Background: an optimization exercise with open tools, aiming at small area, a short achievable clock period and few clock cycles. Do not read the settings as production practice.
At most, simulation tests tie the RTL to the original design; equivalence was not proved.
Function not checked in runs 3 and 4: the RTL went through the layout flow alone.
Power and IR drop assume default switching activity.

File: flow/design.v
module xvcd_clkdiv (
    input  wire        clk,
    input  wire        rst,           
    input  wire        in_valid,
    output wire        in_ready,
    input  wire [31:0] in_hz,         
    input  wire        in_hs,         
    output reg         out_valid,
    input  wire        out_ready,
    output wire [15:0] out_divisor,
    output wire [31:0] out_achieved,  
    output reg         out_base_high,
    output reg         out_clamped,
    output reg         out_err        
);
    localparam [22:0] M_STD = 23'd5_999_999;    
    localparam [1:0] S_WAIT = 2'd0,     
                     S_DIV1 = 2'd1,     
                     S_DIV2 = 2'd2;     
    reg  [1:0]  state;
    reg  [22:0] rem;         
    reg  [22:0] den;         
    reg  [18:0] quo;         
    reg  [4:0]  cnt;         
    reg         m_bit;       
    reg         r_small;       
    reg         use_tab;     
    wire waiting = (state == S_WAIT);
    assign in_ready     = waiting && (!out_valid || out_ready);
    wire accept         = in_valid && in_ready;
    assign out_divisor  = den[15:0];
    reg [24:0] tab;
    always @(*) begin
        if (out_base_high)
            tab = den[2] ? 25'd6_000_000 :
                  den[1] ? (den[0] ? 25'd7_500_000  : 25'd10_000_000)
                         : (den[0] ? 25'd15_000_000 : 25'd30_000_000);
        else if (den[3])
            tab = den[2] ? (den[1] ? (den[0] ? 25'd375_000 : 25'd400_000)
                                   : (den[0] ? 25'd428_572 : 25'd461_539))
                         : (den[1] ? (den[0] ? 25'd500_000 : 25'd545_455)
                                   : (den[0] ? 25'd600_000 : 25'd666_667));
        else
            tab = den[2] ? (den[1] ? (den[0] ? 25'd750_000   : 25'd857_143)
                                   : (den[0] ? 25'd1_000_000 : 25'd1_200_000))
                         : (den[1] ? (den[0] ? 25'd1_500_000 : 25'd2_000_000)
                                   : (den[0] ? 25'd3_000_000 : 25'd6_000_000));
    end
    assign out_achieved = {7'd0, use_tab ? tab : {6'd0, quo}};
    wire [18:0] inc_c;
    assign inc_c[0] = 1'b1;
    genvar g;
    generate
        for (g = 0; g < 18; g = g + 1) begin : g_inc
            assign inc_c[g + 1] = &quo[g:0];
        end
    endgenerate
    wire [17:0] quo_inc = quo[17:0] ^ inc_c[17:0];
    function automatic ge_c(input [31:0] x, input [31:0] c);
        integer j;
        reg     r;
        begin
            r = 1'b1;
            for (j = 0; j < 32; j = j + 1)
                r = c[j] ? (x[j] & r) : (x[j] | r);
            ge_c = r;
        end
    endfunction
    wire ge_92    = ge_c(in_hz, 32'd92);
    wire ge_2457  = ge_c(in_hz, 32'd2457);
    wire ge_6m    = ge_c(in_hz, 32'd6_000_000);
    wire gt_6m    = ge_c(in_hz, 32'd6_000_001);
    wire gt_30m   = ge_c(in_hz, 32'd30_000_001);
    wire ge_30m   = ge_c(in_hz, 32'd30_000_000);
    wire ge_15m   = ge_c(in_hz, 32'd15_000_000);
    wire ge_10m   = ge_c(in_hz, 32'd10_000_000);
    wire ge_7m5   = ge_c(in_hz, 32'd7_500_000);
    wire high     = in_hs & gt_6m;
    wire [2:0] hdiv = ge_30m ? 3'd0 : ge_15m ? 3'd1 : ge_10m ? 3'd2 :
                      ge_7m5 ? 3'd3 : 3'd4;
    wire [22:0] lz_in = waiting ? in_hz[22:0] : {3'd0, quo, 1'b1};
    wire [23:0] above;                        
    assign above[23] = 1'b0;
    generate
        for (g = 22; g >= 0; g = g - 1) begin : g_above
            assign above[g] = above[g + 1] | lz_in[g];
        end
    endgenerate
    wire [22:0] lead = lz_in & ~above[23:1];   
    reg [4:0]  k_start;
    reg [22:0] rem_init;
    reg        m_init;
    integer    i;
    always @(*) begin
        k_start  = 5'd0;
        rem_init = 23'd0;
        m_init   = 1'b0;
        for (i = 0; i < 23; i = i + 1) begin
            k_start  = k_start  | ({5{lead[i]}} & (5'd22 - i[4:0]));
            rem_init = rem_init | ({23{lead[i]}} & (M_STD >> (23 - i)));
            m_init   = m_init   | (lead[i] & M_STD[22 - i]);
        end
    end
    wire [4:0]  cnt_dec = cnt - 5'd1;
    wire [23:0] rem_sh  = {rem, m_bit};
    wire [25:0] rem_add = {1'b0, rem_sh, 1'b1} + {2'b11, ~den, state != S_DIV2};
    wire [24:0] rem_sub = rem_add[25:1];
    wire        q_bit   = !rem_sub[24];
    wire [22:0] rem_nxt = q_bit ? rem_sub[22:0] : rem_sh[22:0];
    wire [18:0] q_next  = {quo[17:0], q_bit};
    wire [18:0] q_fin   = q_bit ? {quo_inc, 1'b0} : {quo[17:0], 1'b1};
    wire        last    = (cnt == 5'd0);
    wire        big_q   = (quo[18:3] != 16'd0);    
    wire        start2  = (state == S_DIV1) && last && big_q && !r_small;
    always @(posedge clk) begin
        if (waiting || start2) begin
            rem   <= rem_init;
            cnt   <= k_start;
            m_bit <= m_init;
        end else begin
            rem   <= rem_nxt;
            cnt   <= cnt_dec;
            m_bit <= M_STD[cnt_dec];
        end
    end
    always @(posedge clk) begin
        if (rst) begin
            state     <= S_WAIT;
            out_valid <= 1'b0;
        end else begin
            case (state)
            S_WAIT: begin
                if (out_ready)
                    out_valid <= 1'b0;
                if (accept) begin
                    quo           <= 19'd0;
                    den           <= in_hz[22:0];
                    r_small         <= !ge_2457;
                    use_tab       <= 1'b1;
                    out_err       <= !ge_92;
                    out_base_high <= high;
                    out_clamped   <= in_hs ? gt_30m : gt_6m;
                    if (!ge_92) begin
                        out_valid <= 1'b1;
                    end else if (ge_6m) begin
                        den       <= high ? {20'd0, hdiv} : 23'd0;
                        out_valid <= 1'b1;
                    end else begin
                        state     <= S_DIV1;
                    end
                end
            end
            S_DIV1: begin
                if (last) begin
                    den <= q_next[15:0];
                    if (start2) begin
                        quo   <= 19'd0;
                        state <= S_DIV2;
                    end else begin
                        quo       <= den[18:0];
                        use_tab   <= !r_small;
                        out_valid <= 1'b1;
                        state     <= S_WAIT;
                    end
                end else begin
                    quo <= q_next;
                end
            end
            default: begin   
                quo <= q_next;
                if (last) begin
                    quo       <= q_fin;
                    use_tab   <= 1'b0;
                    out_valid <= 1'b1;
                    state     <= S_WAIT;
                end
            end
            endcase
        end
    end
endmodule
File: flow/constraint.sdc
create_clock -name core_clock -period 8.0 [get_ports {clk}]
set_input_delay 1.6000 -clock core_clock [delete_from_list [all_inputs] [get_ports {clk}]]
set_output_delay 1.6000 -clock core_clock [all_outputs]
set_load 0.01 [all_outputs]
File: flow/run.sh
#!/bin/bash
# synth_recipe.tcl (not shown) runs the flow's synth.tcl, then flattens the netlist and writes it again
# the make line also repeats each setting of config.mk as NAME=value (left out here)
make -C /OpenROAD-flow-scripts/flow DESIGN_CONFIG=/design/flow/config.mk WORK_HOME=/design/flow/orfs CLKGATE_MAP_FILE= SYNTH_SCRIPT=/design/flow/synth_recipe.tcl finish
File: flow/config.mk
export PLATFORM = sky130hd
export DESIGN_NAME = xvcd_clkdiv
export DESIGN_NICKNAME = xvcd_clkdiv
export VERILOG_FILES = /design/flow/design.v
export SDC_FILE = /design/flow/constraint.sdc
export NUM_CORES = 4
export LEC_CHECK = 0
export ABC_CLOCK_PERIOD_IN_PS = 3500
export CAP_MARGIN = 20
export CORE_MARGIN = 2
export CORE_UTILIZATION = 40
export PLACE_DENSITY = 0.6
export SETUP_SLACK_MARGIN = 5.0
export SLEW_MARGIN = 20
==> results of run 1 <==
[cell usage in the layout (no fill, tap or decap), drive strengths merged, types with 19 or more instances in the layout]
cell / count
a21oi: 64
a22oi: 23
mux2i: 20
inv: 49
dfxtp: 32
clkdlybuf4s50: 19
o21ai: 77
buf: 194
nor3: 46
a31oi: 28
and3: 19
edfxtp: 47
ha: 40
nand3: 48
nand2: 94
nor2: 77
[area by class of cell]
cell class              instances  area [µm²]
clock buffers                   9         225
clock inverters                 7        80.1
fillers                      1625        7400
inverters                      50         209
multi-input cells             783        6370
flip-flops and latches         79        2050
well taps                     234         293
repair buffers                233        2130
[timing repair]
| action | 4_1_cts | 5_1_grt |
|---|---|---|
| gates resized for setup | 396 | 171 |
| hold buffers | 0 | 0 |
| pin swaps | 65 | 91 |
| setup buffers | 93 | 40 |
| endpoints found under the setup margin | 150 | 138 |
| cloned | 5 | 0 |
| endpoints found under the hold margin | 0 | 0 |
[worst max path at each step]
stage,from,to,depth (start not counted)
5_1_grt,den[0],out_achieved[18],11
6_report,den[0],out_achieved[18],11
3_5_place_dp,in_hz[22],rem[0],9
4_1_cts,den[0],out_achieved[17],6
2_1_floorplan,in_hz[6],den[0],8
3_3_place_gp,in_hz[22],rem[0],9
[state kept, by name, summed over array words and instances (netlist names)]
register       cells
rem               23
quo               19
m_bit              1
out_base_high      1
r_small            1
cnt                5
out_clamped        1
state              2
out_valid          1
use_tab            1
out_err            1
den               23
[worst reg2reg max path: stages (launching register included)]
cell and delay [ns]:
edfxtp_1 0.45, clkinvlp_4 0.19, buf_6 0.15, buf_6 0.12, buf_6 0.11, ha_4 0.26, nand2_4 0.05, o21ai_4 0.21
a311o_1 0.28, a22oi_2 0.09, buf_4 0.17, o211a_4 0.27, buf_12 0.15, nor2_4 0.15, buf_12 0.15, mux2i_2 0.22
o21ai_1 0.08
[layer usage]
layer	vias up	share of wire [%]	wire length [µm]
met5	-	0	0
met4	0	3.8	1240
met3	92	9.7	3160
met2	509	45	14500
met1	4275	42	13600
li1	3995	-	-
[metrics by stage]
step                area (µm²)  setup WS [ns]  utilization, %  total power, W  cells
detailed placement        8750           3.13            46.6        0.000757   1241
floorplan                 8070           4.37               -        0.000662   1006
global route             11400           4.05            60.6         0.00136   1395
CTS                      10500           4.14            55.8         0.00126   1355
global placement          8750           3.20            46.6        0.000758   1241
finish                   11400           4.09            60.6         0.00132   1395
[logic make-up (layout without fill, tap and decap cells)]
group | Yosys count | count (layout)
AND/OR/NAND/NOR | 385 | 386
buffers and inverters | 146 | 299
adder cells (fa/ha/maj) | 41 | 41
AO/OA/AOI/OAI | 297 | 298
multiplexers | 25 | 25
flip-flops | 79 | 79
other | 1 | 7
XOR/XNOR | 26 | 26
[Yosys cell counts, types with 8 or more instances]
cell / count / area share [%]
a211oi_1: 16 / 1.6
a21o_1: 8 / 0.78
a21oi_1: 63 / 4.1
a22oi_1: 23 / 2.2
a31oi_1: 28 / 2.3
and2_1: 10 / 0.82
and3_1: 19 / 1.5
buf_4: 23 / 2.2
clkbuf_1: 62 / 3.0
dfxtp_1: 32 / 8.3
edfxtp_1: 47 / 18
ha_1: 40 / 6.5
inv_1: 49 / 2.4
mux2i_1: 20 / 2.6
nand2_1: 94 / 4.6
nand2b_1: 12 / 0.98
nand3_1: 47 / 3.1
nor2_1: 75 / 3.7
nor2b_1: 9 / 0.73
nor3_1: 45 / 2.9
nor4_1: 17 / 1.4
o21a_1: 9 / 0.88
o21ai_0: 73 / 4.8
o31ai_1: 13 / 1.3
xnor2_1: 12 / 1.4
xor2_1: 14 / 1.6
[power breakdown]
part	switching [W]	internal [W]	total [W]	leakage (nW)
Combinational	0.000226	0.000183	0.000410	3.71
Sequential	0.0000217	0.000446	0.000467	0.711
Clock	0.000194	0.000246	0.000440	0.148
Total	0.000442	0.000875	0.00132	4.57
==> flow_summary_export.csv, run 1 <==
group,metric,value,unit
critical_path,path_cells,"buf_4 -> buf_6 -> ha_4 -> buf_4 -> buf_6 -> nor2_4 -> buf_4 -> a211oi_2 -> a21oi_2 -> a21oi_2 -> buf_2",
floorplanning,io_pins,90,
critical_path,cp_num_buf_inv,6,
yosys,syn_area,7670,µm²
critical_path,regToRegStartpoint,"den[0]",
yosys,synth_mux_area_share,3.49,%
cts,cts_sinks,79,
timing,rsz0062_at_grt,"true",
yosys,synthCells,1000,
yosys,yosysSeqAreaShare,26.7,%
timing,worst_pin_slew,0.789,ns
critical_path,path_max_fanout,4,
final_layout,drive_gt1_share,38.5,%
min_path,hold_class,"flip-flop to flip-flop",
critical_path,ff2ff_setup_slack,4.66,ns
drt,drtPass1Iterations,5,
timing,skew,0.0123,ns
final_layout,synthToLayoutAreaGrowth,48.1,%
critical_path,timing.rr.end,"quo[2]",
floorplanning,die_x,143,µm
global_route,grt_pass1_vias,8259,
min_path,hp-start,"rem[1]",
critical_path,worst-endpoint-arrival,2.31,ns
critical_path,path_class,"flip-flop to output port",
drt,ant_nets,0,
placed_design,gp_congestion,0.953,
timing,period_needed,3.91,ns
power_and_ir_drop,max-vdd-ir-drop,0.102,mV
yosys,synthArstFlopShare,0,%
yosys,synth_xor_area_share,2.97,%
yosys,yosysUniqueCellTypes,89,
yosys,synthSimpleGateAreaFrac,26.1,%
power_and_ir_drop,power_density,116,nW/µm²
final_layout,n_antenna_cell,0,
timing,setup_viol,0,
yosys,synth_edf_count,47,
drt,drtIter0Drc,1161,
yosys,ys.flop_type,"edfxtp_1",
floorplanning,rows,50,
yosys,synth_seq_cells,79,
cts,clk_path_buf_depth,2,
drt,drc,0,
drt,vias_per_cell,6.36,
timing,tns,0,ns
global_route,grtUsageMet3,5.99,%
cts,root_buffer,"clkbuf_16",
yosys,yosys_warnings,1,
placed_design,port_buffers,82,
cts,clk_latency,0.37,ns
global_route,grt_overflow,0,
timing,slew_headroom,47.2,%
global_route,grt_antenna_before_repair,0,
min_path,hold_depth,2,
power_and_ir_drop,p_leak,4.57,nW
floorplanning,die-height,143,µm
global_route,busiest_layer,"met2",
final_layout,fin_nets,1234,
cts,cts_tree,"yes",
cts,htreeDepth,3,
drt,routed_wl,32600,µm
yosys,synth_top_family_by_area,"simple AND/OR/NAND/NOR gates",
cts,numCtsBuffers,9,
cts,clkTransAtPathRegs,0.07,ns
yosys,synth_fa_ha_area_share,6.78,%
timing,fmax,0.256,GHz
floorplanning,start_util,40.9,%
timing,final.period_utilization,48.9,%
critical_path,cpMostUsedCell,"buf_4",
critical_path,required,6.40,ns
critical_path,cp-end-kind,"output port",
global_route,grt_max_degree,40,
run_status,status,"no timing/DRC/antenna violations",
yosys,syn_area_per_cell,7.67,µm²
floorplanning,dieArea,20300,µm²
drt,via_count,8871,
critical_path,critPathSlowestCell,"edfxtp_1",
flow_run,cap_violations,0,
critical_path,rr_worst_depth,16,
min_path,min_to,"rem[2]",
placed_design,dp_hpwl,20900,µm
global_route,grt_use_met2,46.8,%
global_route,grtUsageMet1,43.3,%
global_route,grt_usage,30.8,%
timing,hold_viol_final,0,
critical_path,start_kind,"flip-flop",
floorplanning,core_region_area,18800,µm²
timing,slew_violations,0,
critical_path,cpLargestDelayFamily,"buffers and inverters",
critical_path,crit_path_max_incr_delay,0.47,ns
drt,wl_per_cell,23.4,µm
global_route,grt_pass1_wl,48200,µm
timing,holdWs,0.499,ns
yosys,synth_compound_area_share,25.4,%
Testbench counts, summed over its fixed seeds: cycles 14,514.
==> run 2: changes to the inputs <==
--- a/flow/config.mk
+++ b/flow/config.mk
@@ -10,5 +10,5 @@
 export CORE_MARGIN = 2
 export CORE_UTILIZATION = 40
 export PLACE_DENSITY = 0.6
-export SETUP_SLACK_MARGIN = 5.0
+export SETUP_SLACK_MARGIN = 4.5
 export SLEW_MARGIN = 20
==> run 2 against run 1 <==
  * Global-route usage shrank 3.0 points
  * Critical path depth fell by 4
  * Worst hold slack got worse by 0.0075 ns
  * Clock-buffer cell count is 1 higher
  * Final area is 14% lower
  * Synthesized area did not move
  * Worst setup slack gained 0.023 ns
  * Cell count fell by 5.6%
  * Critical endpoint is now out_achieved[17]
  * Largest cell class unchanged
==> flow_summary_export.csv, run 2 <==
group,metric,value,unit
critical_path,critPathSlowestCell,"mux4_2",
final_layout,stdcell_count,1317,
power_and_ir_drop,power,0.00124,W
cts,root_buffer,"clkbuf_16",
drt,via_count,8235,
drt,vias_per_cell,6.25,
cts,clkTransAtPathRegs,0.06,ns
final_layout,multiInputGateArea,5510,µm²
yosys,syn_area_per_cell,7.67,µm²
yosys,yosys.area.top_type_share,18.4,%
final_layout,postLayoutCoreUtil,52.1,%
floorplanning,die_x,143,µm
yosys,yosys.area.top_type,"edfxtp_1",
final_layout,synthToLayoutAreaGrowth,27.5,%
placed_design,gp_congestion,0.950,
final_layout,regArea,2050,µm²
timing,slew_headroom,43.0,%
power_and_ir_drop,power_density,126,nW/µm²
yosys,syn_area,7670,µm²
global_route,grt_overflow,0,
placed_design,dp_hpwl,20800,µm
critical_path,path_cells,"buf_12 -> clkinvlp_4 -> ha_4 -> mux4_2 -> mux2_4 -> a21oi_4 -> buf_6",
cts,ctsHoldBuffers,0,
placed_design,preCtsSetupSlack,3.12,ns
final_layout,n_antenna_cell,0,
timing,setup_viol,0,
drt,drc,0,
critical_path,required,6.40,ns
timing,hold_viol_final,0,
drt,top_layer_used,"met4",
timing,final.period_utilization,48.6,%
floorplanning,start_util,40.9,%
yosys,ys.flop_type,"edfxtp_1",
power_and_ir_drop,max-vdd-ir-drop,0.0999,mV
run_status,status,"no timing/DRC/antenna violations",
final_layout,drive_gt1_share,21.7,%
placed_design,place_inst,1241,
drt,drtIter0Drc,797,
critical_path,cp-end-kind,"output port",
drt,drtPass1Iterations,6,
floorplanning,rows,50,
cts,clk_path_buf_depth,2,
yosys,synthCells,1000,
timing,tns,0,ns
final_layout,layout_commonest_cell,"nand2_1",
yosys,synth_seq_cells,79,
placed_design,port_buffers,82,
global_route,grt_max_degree,40,
critical_path,path_max_fanout,4,
critical_path,start_kind,"flip-flop",
final_layout,top_regs,"den x23, rem x23, quo x19",
drt,met3WireLength,2450,µm
critical_path,path_class,"flip-flop to output port",
min_path,hold_class,"flip-flop to flip-flop",
yosys,ys_top_cells_by_count,"nand2_1 (94), nor2_1 (75), o21ai_0 (73)",
cts,numCtsBuffers,9,
floorplanning,die-height,143,µm
cts,cts_sinks,79,
timing,fin_ws,4.11,ns
drt,wl_met2,12700,µm
yosys,yosys_warnings,1,
cts,htreeDepth,3,
drt,wl_met1,13200,µm
final_layout,nFillCells,1803,
drt,ant_nets,0,
final_layout,fin_nets,1156,
yosys,yosysUniqueCellTypes,89,
timing,slew_violations,0,
yosys,synthArstFlopShare,0,%
floorplanning,io_pins,90,
flow_run,cap_violations,0,
yosys,yosysMostFrequentCell,"nand2_1",
global_route,grt_antenna_before_repair,0,
global_route,grt_pass1_vias,7474,
global_route,grt_usage,27.8,%
timing,skew,0.00541,ns
yosys,synth_edf_count,47,
floorplanning,core_region_area,18800,µm²
timing,period_needed,3.89,ns
cts,clk_latency,0.35,ns
drt,routed_wl,29200,µm
final_layout,most-common-layout-cells,"nand2_1 (92), nor2_1 (67), o21ai_0 (67)",
global_route,grt_pass1_wl,43300,µm
critical_path,worst-endpoint-arrival,2.29,ns
drt,wl_per_cell,22.1,µm
power_and_ir_drop,p_leak,3.94,nW
cts,cts_tree,"yes",
timing,rsz0062_at_grt,"true",
yosys,yosysSeqAreaShare,26.7,%
critical_path,crit_path_max_incr_delay,0.45,ns
yosys,synth_area_leaders,"edfxtp_1 (18%), dfxtp_1 (8.3%), ha_1 (6.5%)",
floorplanning,dieArea,20300,µm²
timing,fmax,0.257,GHz
timing,worst_pin_slew,0.853,ns
-- run 2: worst max-delay path: cells and delay by family (launching register included) --
kind	cells	cell delay, ns
fa+ha+maj	1	0.26
flops	1	0.41
compound gates	1	0.12
mux	2	0.74
buf+inv	3	0.39
-- run 2: cell type report --
| cell class | count | share of cell area (%) |
|---|---|---|
| multi-input cells | 783 | 56.3 |
| inverters | 50 | 2.01 |
| clock buffers | 10 | 2.34 |
| clock inverters | 6 | 0.869 |
| repair buffers | 155 | 14.5 |
| flip-flops and latches | 79 | 21.0 |
| well taps | 234 | 2.99 |
-- run 2: layer usage --
| metal | track usage [%] | vias up |
|---|---|---|
| met2 | 41.2 | 430 |
| li1 | - | 3837 |
| met3 | 5.96 | 58 |
| met1 | 40.2 | 3910 |
| met5 | 0 | - |
| met4 | 8.91 | 0 |
-- run 2: logic make-up after synthesis --
logic type               Yosys count  synth area share [%]
other                              1                0.0489
multiplexers                      25                  3.49
adder cells (fa/ha/maj)           41                  6.78
AO/OA/AOI/OAI                    297                  25.4
XOR/XNOR                          26                  2.97
flip-flops                        79                  26.7
AND/OR/NAND/NOR                  385                  26.1
buffers and inverters            146                  8.51
-- run 2: power breakdown --
| part | internal (W) | switching, W | total (W) | leakage, nW |
|---|---|---|---|---|
| Sequential | 0.000446 | 0.0000197 | 0.000466 | 0.711 |
| Combinational | 0.000135 | 0.000185 | 0.000320 | 3.08 |
| Clock | 0.000273 | 0.000178 | 0.000451 | 0.151 |
-- run 2: worst paths after layout --
| kind | startpoint | slack (ns) | cells after the start | end |
|---|---|---|---|---|
| setup / recovery | den[0] | 4.11 | 7 | out_achieved[17] |
| hold / removal | rem[4] | 0.49 | 2 | rem[5] |
| setup reg to reg | den[0] | 4.61 | 15 | quo[11] |
| hold reg to reg | rem[4] | 0.49 | 2 | rem[5] |
-- run 2: repair_timing --
item	CTS	global route
buffers inserted	33	22
endpoints found under the hold margin	0	0
endpoints found under the setup margin	102	63
pin swaps	15	34
cloned	4	1
resized for setup	181	117
-- run 2: stage by stage --
| stage | instance area (µm²) | hold WS [ns] |
|---|---|---|
| floorplan | 7810 | 0.453 |
| CTS | 9350 | 0.485 |
| global placement | 8550 | 0.475 |
| detailed placement | 8550 | 0.476 |
| finish | 9790 | 0.491 |
| global route | 9790 | 0.501 |
==> run 3: changes to the inputs <==
--- a/flow/design.v
+++ b/flow/design.v
@@ -14,9 +14,10 @@
     output reg         out_err        
 );
     localparam [22:0] M_STD = 23'd5_999_999;    
-    localparam [1:0] S_WAIT = 2'd0,     
-                     S_DIV1 = 2'd1,     
-                     S_DIV2 = 2'd2;     
+    localparam [1:0] S_WAIT  = 2'd0,    
+                     S_SETUP = 2'd3,    
+                     S_DIV1  = 2'd1,    
+                     S_DIV2  = 2'd2;    
     reg  [1:0]  state;
     reg  [22:0] rem;         
     reg  [22:0] den;         
@@ -78,7 +79,8 @@
     wire high     = in_hs & gt_6m;
     wire [2:0] hdiv = ge_30m ? 3'd0 : ge_15m ? 3'd1 : ge_10m ? 3'd2 :
                       ge_7m5 ? 3'd3 : 3'd4;
-    wire [22:0] lz_in = waiting ? in_hz[22:0] : {3'd0, quo, 1'b1};
+    wire        setup = (state == S_SETUP);
+    wire [22:0] lz_in = setup ? den : {3'd0, quo, 1'b1};
     wire [23:0] above;                        
     assign above[23] = 1'b0;
     generate
@@ -113,7 +115,7 @@
     wire        big_q   = (quo[18:3] != 16'd0);    
     wire        start2  = (state == S_DIV1) && last && big_q && !r_small;
     always @(posedge clk) begin
-        if (waiting || start2) begin
+        if (setup || start2) begin
             rem   <= rem_init;
             cnt   <= k_start;
             m_bit <= m_init;
@@ -146,9 +148,12 @@
                         den       <= high ? {20'd0, hdiv} : 23'd0;
                         out_valid <= 1'b1;
                     end else begin
-                        state     <= S_DIV1;
+                        state     <= S_SETUP;
                     end
                 end
+            end
+            S_SETUP: begin
+                state <= S_DIV1;
             end
             S_DIV1: begin
                 if (last) begin
==> run 3 against run 2 <==
  * Still clean
  * Non-clock buffer count shrank 16
  * Clock power shrank 6.2%
  * Global-route usage down 1.8 points
  * Die area rose by 0.94%
  * Maximum frequency is 3.0% higher
  * Critical path depth unchanged
  * Synthesized cell count is 2.2% higher
  * Sequential share of layout area is 0.24 points higher
  * Clock-buffer cell count shrank 1
  * Critical path type unchanged
  * Largest power group is now combinational logic
==> flow_summary_export.csv, run 3 <==
group,metric,value,unit
power_and_ir_drop,max-vdd-ir-drop,0.136,mV
global_route,grt_pass1_wl,41500,µm
timing,setup_viol,0,
drt,drtIter0Drc,902,
cts,ctsHoldBuffers,0,
cts,clkTransAtPathRegs,0.07,ns
yosys,yosys.area.top_type,"edfxtp_1",
critical_path,start_kind,"flip-flop",
drt,via_count,8295,
min_path,hold_class,"flip-flop to flip-flop",
critical_path,path_class,"flip-flop to output port",
floorplanning,dieArea,20500,µm²
drt,vias_per_cell,6.10,
placed_design,gp_congestion,0.901,
timing,fmax,0.265,GHz
power_and_ir_drop,power_density,415,nW/µm²
drt,top_layer_used,"met4",
yosys,synth_seq_cells,79,
drt,wl_met2,12400,µm
critical_path,cp-end-kind,"output port",
cts,clk_latency,0.36,ns
global_route,grt_pass1_vias,7575,
power_and_ir_drop,power,0.00401,W
global_route,grt_max_degree,58,
final_layout,postLayoutCoreUtil,51.3,%
run_status,status,"no timing/DRC/antenna violations",
final_layout,top_regs,"den x23, rem x23, quo x19",
drt,met3WireLength,1970,µm
cts,root_buffer,"clkbuf_16",
placed_design,dp_hpwl,19200,µm
floorplanning,rows,50,
yosys,syn_area,7750,µm²
cts,htreeDepth,3,
timing,tns,0,ns
timing,worst_pin_slew,0.997,ns
global_route,grt_usage,26.1,%
final_layout,layout_commonest_cell,"nand2_1",
critical_path,required,6.40,ns
yosys,yosysMostFrequentCell,"nand2_1",
timing,skew,0.0122,ns
cts,clk_path_buf_depth,2,
timing,period_needed,3.77,ns
floorplanning,core_region_area,18800,µm²
cts,numCtsBuffers,9,
floorplanning,io_pins,90,
yosys,synth_edf_count,47,
global_route,grt_overflow,0,
final_layout,most-common-layout-cells,"nand2_1 (122), nor2_1 (81), o21ai_0 (62)",
final_layout,drive_gt1_share,17.7,%
yosys,ys_top_cells_by_count,"nand2_1 (125), nor2_1 (89), o21ai_0 (67)",
final_layout,n_antenna_cell,0,
yosys,yosys.area.top_type_share,18.2,%
cts,cts_sinks,79,
yosys,syn_area_per_cell,7.58,µm²
placed_design,place_area,8610,µm²
final_layout,synthToLayoutAreaGrowth,24.8,%
floorplanning,start_util,41.1,%
floorplanning,die-height,143,µm
timing,final.period_utilization,47.2,%
yosys,yosysSeqAreaShare,26.5,%
yosys,yosysUniqueCellTypes,79,
timing,slew_violations,0,
yosys,synth_area_leaders,"edfxtp_1 (18%), dfxtp_1 (8.3%), ha_1 (7.1%)",
yosys,synthArstFlopShare,0,%
timing,rsz0062_at_grt,"true",
critical_path,worst-endpoint-arrival,2.17,ns
flow_run,cap_violations,0,
critical_path,path_max_fanout,8,
drt,drc,0,
yosys,yosys_warnings,1,
yosys,ys.flop_type,"edfxtp_1",
power_and_ir_drop,p_leak,3.88,nW
drt,ant_nets,0,
timing,slew_headroom,32.9,%
final_layout,nFillCells,1806,
drt,wl_met1,11900,µm
cts,cts_tree,"yes",
timing,hold_viol_final,0,
final_layout,fin_nets,1176,
drt,drtPass1Iterations,6,
drt,routed_wl,27000,µm
floorplanning,die_x,143,µm
placed_design,port_buffers,82,
global_route,grt_antenna_before_repair,0,
final_layout,post-route-cell-area,9670,µm²
drt,wl_per_cell,19.9,µm
yosys,synthCells,1022,
## run 3: cell count changes after synthesis, sizes merged, moves of 8 or more
cell / before / now
a21o: 8 / 18
o31ai: 14 / 6
a32oi: 2 / 10
and3: 19 / 28
nor2: 77 / 89
o21ai: 77 / 67
a22oi: 23 / 3
mux2: 4 / 14
clkbuf: 64 / 56
nand2: 94 / 125
nor3: 46 / 32
## run 3: through the flow
stage	setup slack (ns)	hold WS, ns	std cells
2_1_floorplan	4.16	0.488	1028
3_3_place_gp	3.19	0.476	1293
3_5_place_dp	3.15	0.478	1293
4_1_cts	4.21	0.493	1342
5_1_grt	4.17	0.542	1359
6_report	4.23	0.486	1359
## run 3: repair_timing
action / 4_1_cts / 5_1_grt
buffers inserted: 31 / 17
resized for setup: 165 / 73
gates cloned: 2 / 0
pin swaps: 28 / 25
endpoints found under the setup margin: 116 / 75
## run 3: cell families after synthesis
kind of cell / after synthesis / synth area share (%)
compound gates: 295 / 25.5
simple gates: 418 / 26.4
flops: 79 / 26.5
other cells: 1 / 0.0484
mux: 32 / 4.52
xor+xnor: 18 / 2.03
buf+inv: 134 / 7.67
fa+ha+maj: 45 / 7.36
## run 3: worst paths after layout
check | startpoint | endpoint | slack [ns] | cells after the start
worst min register to register | out_valid | out_valid | 0.49 | 2
worst max register to register | den[0] | quo[2] | 4.67 | 12
worst max-delay path | den[0] | out_achieved[17] | 4.23 | 7
worst min-delay path | out_valid | out_valid | 0.49 | 2
## run 3: per-layer routing
layer	up-vias	global-route usage [%]
met3	54	3.96
met2	391	41.9
met5	-	0
met1	3929	35.3
met4	0	10.2
li1	3921	-
## run 3: final cells by class
class,instances,area (µm²),share of cell area (%)
Multi-Input combinational cell,817,5560,57.5
Sequential cell,79,2050,21.2
Timing Repair Buffer,139,1230,12.7
Tap cell,260,325,3.36
Clock buffer,9,225,2.33
Inverter,48,209,2.16
Clock inverter,7,71.3,0.738
## run 3: report_power, final
| part | switching [W] | internal [W] |
|---|---|---|
| logic | 0.00152 | 0.00114 |
| registers | 0.000263 | 0.000666 |
| clock network | 0.000182 | 0.000242 |
## run 3: worst max-delay path, cell delays in order (launching register included)
cell and delay [ns]:
edfxtp_1 0.37, buf_12 0.15, clkinv_8 0.07, ha_1 0.25, mux4_2 0.46, mux2_4 0.27
a21oi_2 0.10, buf_2 0.13
==> run 4: changes to the inputs <==
--- a/flow/config.mk
+++ b/flow/config.mk
@@ -10,5 +10,5 @@
 export CORE_MARGIN = 2
 export CORE_UTILIZATION = 40
 export PLACE_DENSITY = 0.6
-export SETUP_SLACK_MARGIN = 4.5
+export SETUP_SLACK_MARGIN = 4.8
 export SLEW_MARGIN = 20
==> run 4 against run 3 <==
  * First-iteration DRC count increased by 9.6%
  * Largest cell class unchanged
  * Worst setup slack got worse by 0.13 ns
  * Total power increased by 23%
  * Utilization increased by 7.9 points
  * Sequential power increased by 2%
  * Routed wire length increased by 15%
  * Via count increased by 6.5%
  * Register-to-register slack got worse by 0.13 ns
  * Critical path depth decreased by 1
==> flow_summary_export.csv, run 4 <==
group,metric,value,unit
final_layout,fin_nets,1244,
final_layout,regArea,2050,µm²
cts,clk_latency,0.36,ns
critical_path,required,6.40,ns
final_layout,layout_commonest_cell,"nand2_1",
final_layout,drive_gt1_share,31.3,%
yosys,synth_seq_cells,79,
global_route,grt_pass1_vias,8172,
timing,setup_viol,0,
drt,met3WireLength,2470,µm
floorplanning,die-height,143,µm
yosys,syn_area_per_cell,7.58,µm²
run_status,status,"no timing/DRC/antenna violations",
final_layout,nFillCells,1628,
global_route,grt_overflow,0,
critical_path,cp-end-kind,"output port",
global_route,grt_max_degree,58,
drt,wl_met2,14200,µm
critical_path,path_cells,"inv_2 -> ha_4 -> mux4_2 -> mux2_4 -> a21oi_4 -> buf_6",
yosys,yosys.area.top_type_share,18.2,%
global_route,grt_antenna_before_repair,0,
yosys,syn_area,7750,µm²
critical_path,worst-endpoint-arrival,2.30,ns
cts,cts_sinks,79,
final_layout,n_antenna_cell,0,
critical_path,start_kind,"flip-flop",
floorplanning,rows,50,
drt,drc,0,
timing,fmax,0.256,GHz
floorplanning,io_pins,90,
floorplanning,core_region_area,18800,µm²
drt,wl_met1,13200,µm
flow_run,cap_violations,0,
yosys,yosys.area.top_type,"edfxtp_1",
cts,clkTransAtPathRegs,0.06,ns
global_route,grt_usage,29.5,%
timing,holdWs,0.523,ns
timing,hold_viol_final,0,
cts,root_buffer,"clkbuf_16",
floorplanning,start_util,41.1,%
placed_design,place_area,8660,µm²
timing,worst_pin_slew,1.08,ns
global_route,grt_pass1_wl,46800,µm
drt,routed_wl,31100,µm
power_and_ir_drop,p_leak,4.46,nW
critical_path,crit_path_max_incr_delay,0.52,ns
min_path,hold_class,"flip-flop to flip-flop",
final_layout,stdcell_count,1427,
timing,rsz0062_at_grt,"true",
timing,slew_headroom,28.2,%
floorplanning,die_x,143,µm
yosys,synth_edf_count,47,
drt,top_layer_used,"met4",
final_layout,post-route-cell-area,11200,µm²
drt,via_count,8838,
yosys,ys.flop_type,"edfxtp_1",
timing,skew,0.00968,ns
placed_design,place_inst,1292,
final_layout,synthToLayoutAreaGrowth,44.1,%
final_layout,multiInputGateArea,6200,µm²
timing,tns,0,ns
critical_path,path_max_fanout,4,
placed_design,port_buffers,82,
yosys,synth_area_leaders,"edfxtp_1 (18%), dfxtp_1 (8.3%), ha_1 (7.1%)",
timing,period_needed,3.90,ns
drt,wl_per_cell,21.8,µm
placed_design,dp_hpwl,19600,µm
drt,drtPass1Iterations,8,
cts,htreeDepth,3,
yosys,yosys_warnings,1,
final_layout,most-common-layout-cells,"nand2_1 (112), nor2_1 (74), buf_4 (73)",
critical_path,path_class,"flip-flop to output port",
final_layout,top_regs,"den x23, rem x23, quo x19",
power_and_ir_drop,power_density,440,nW/µm²
cts,ctsHoldBuffers,0,
timing,final.period_utilization,48.8,%
yosys,yosysMostFrequentCell,"nand2_1",
cts,numCtsBuffers,9,
yosys,ys_top_cells_by_count,"nand2_1 (125), nor2_1 (89), o21ai_0 (67)",
yosys,synthArstFlopShare,0,%
yosys,synthCells,1022,
yosys,yosysUniqueCellTypes,79,
critical_path,ff2ff_setup_slack,4.54,ns
timing,slew_violations,0,
power_and_ir_drop,max-vdd-ir-drop,0.140,mV
floorplanning,dieArea,20500,µm²
placed_design,gp_congestion,0.924,
drt,vias_per_cell,6.19,
cts,clk_path_buf_depth,2,
drt,drtIter0Drc,989,
drt,ant_nets,0,
cts,cts_tree,"yes",
critical_path,critPathSlowestCell,"edfxtp_1",
yosys,yosysSeqAreaShare,26.5,%
[run 4: path summary, 6_finish.rpt]
check | startpoint | endpoint | depth (start not counted)
worst max-delay path | den[1] | out_achieved[17] | 6
worst min-delay path | rem[20] | rem[21] | 2
worst max register to register | den[0] | quo[7] | 17
worst min register to register | rem[20] | rem[21] | 2
[run 4: what timing repair did]
item                                    CTS  global route
setup buffers                            72            34
pin swaps                                72            68
endpoints found under the setup margin  151           103
gates cloned                             12             1
resized for setup                       311           146
[run 4: layer usage]
| metal | up-vias | global-route usage (%) |
|---|---|---|
| met3 | 91 | 6.44 |
| met2 | 455 | 46.3 |
| met5 | - | 0 |
| met4 | 0 | 11.0 |
| met1 | 4209 | 39.8 |
| li1 | 4083 | - |
[run 4: layout make-up]
type / instances / share of cell area (%)
Multi-Input combinational cell: 818 / 55.5
Tap cell: 260 / 2.91
Clock buffer: 9 / 2.02
Inverter: 48 / 1.88
Sequential cell: 79 / 18.4
Timing Repair Buffer: 206 / 18.7
Clock inverter: 7 / 0.639
[run 4: kinds of logic after synthesis]
kind of cell / count (synthesis) / synth area share (%)
other cells: 1 / 0.0484
xor+xnor: 18 / 2.03
buf+inv: 134 / 7.67
mux: 32 / 4.52
fa+ha+maj: 45 / 7.36
compound gates: 295 / 25.5
flops: 79 / 26.5
simple gates: 418 / 26.4
[run 4: where the power goes]
| group | switching, W | internal (W) | total [W] |
|---|---|---|---|
| registers | 0.000280 | 0.000667 | 0.000947 |
| logic | 0.00189 | 0.00166 | 0.00354 |
| clock network | 0.000185 | 0.000242 | 0.000427 |
[run 4: per-stage QoR]
| step | worst slack (ns) | util (%) | total power [W] |
|---|---|---|---|
| 6_report | 4.10 | 59.3 | 0.00492 |
| 5_1_grt | 4.03 | 59.3 | 0.00520 |
| 4_1_cts | 4.15 | 55.0 | 0.00445 |
| 3_5_place_dp | 3.09 | 46.0 | 0.00335 |
| 3_3_place_gp | 3.18 | 46.0 | 0.00334 |
| 2_1_floorplan | 4.16 | - | 0.00263 |
[run 4: critical path: cells and delay by family, from the launching register on]
| family | cells | cell delay [ns] |
|---|---|---|
| compound gates | 1 | 0.15 |
| fa+ha+maj | 1 | 0.23 |
| buf+inv | 2 | 0.29 |
| flops | 1 | 0.52 |
| mux | 2 | 0.76 |

==> afterwards: timing with drivers on the ports <==
No port has a modelled driver above. Below, the same layouts with a new extraction and two added sets of constraints.
Step 1, drivers: a clkbuf_16 drives clk and a buf_2 each remaining input, both assumed.
Step 2, shift: input delay + t, output delay - t, t = (earliest + latest rising clock arrival at the registers) / 2. This alone moves slack from input paths to output paths.
Three values: no drivers, after step 1, after step 2; two values: the first two.
run | t (ns) | slack for setup (ns) | hold slack, ns | slew at the worst register clock pin (ns) | cell pins on the clock port's net
run 1 | 0.409 | 4.091 / 4.042 / 4.033 | 0.499 / 0.499 / 0.499 | 0.07 / 0.07 | 1
run 2 | 0.399 | 4.113 / 4.065 / 4.131 | 0.491 / 0.491 / 0.491 | 0.06 / 0.06 | 1
run 3 | 0.393 | 4.226 / 4.184 / 4.004 | 0.486 / 0.486 / 0.486 | 0.07 / 0.07 | 1
run 4 | 0.396 | 4.098 / 4.055 / 3.982 | 0.523 / 0.523 / 0.523 | 0.07 / 0.07 | 1
After both steps every run listed still meets setup and hold. The setup slack of run 3, which loses most, moves by -0.042 ns with the drivers and by -0.222 ns with both steps.
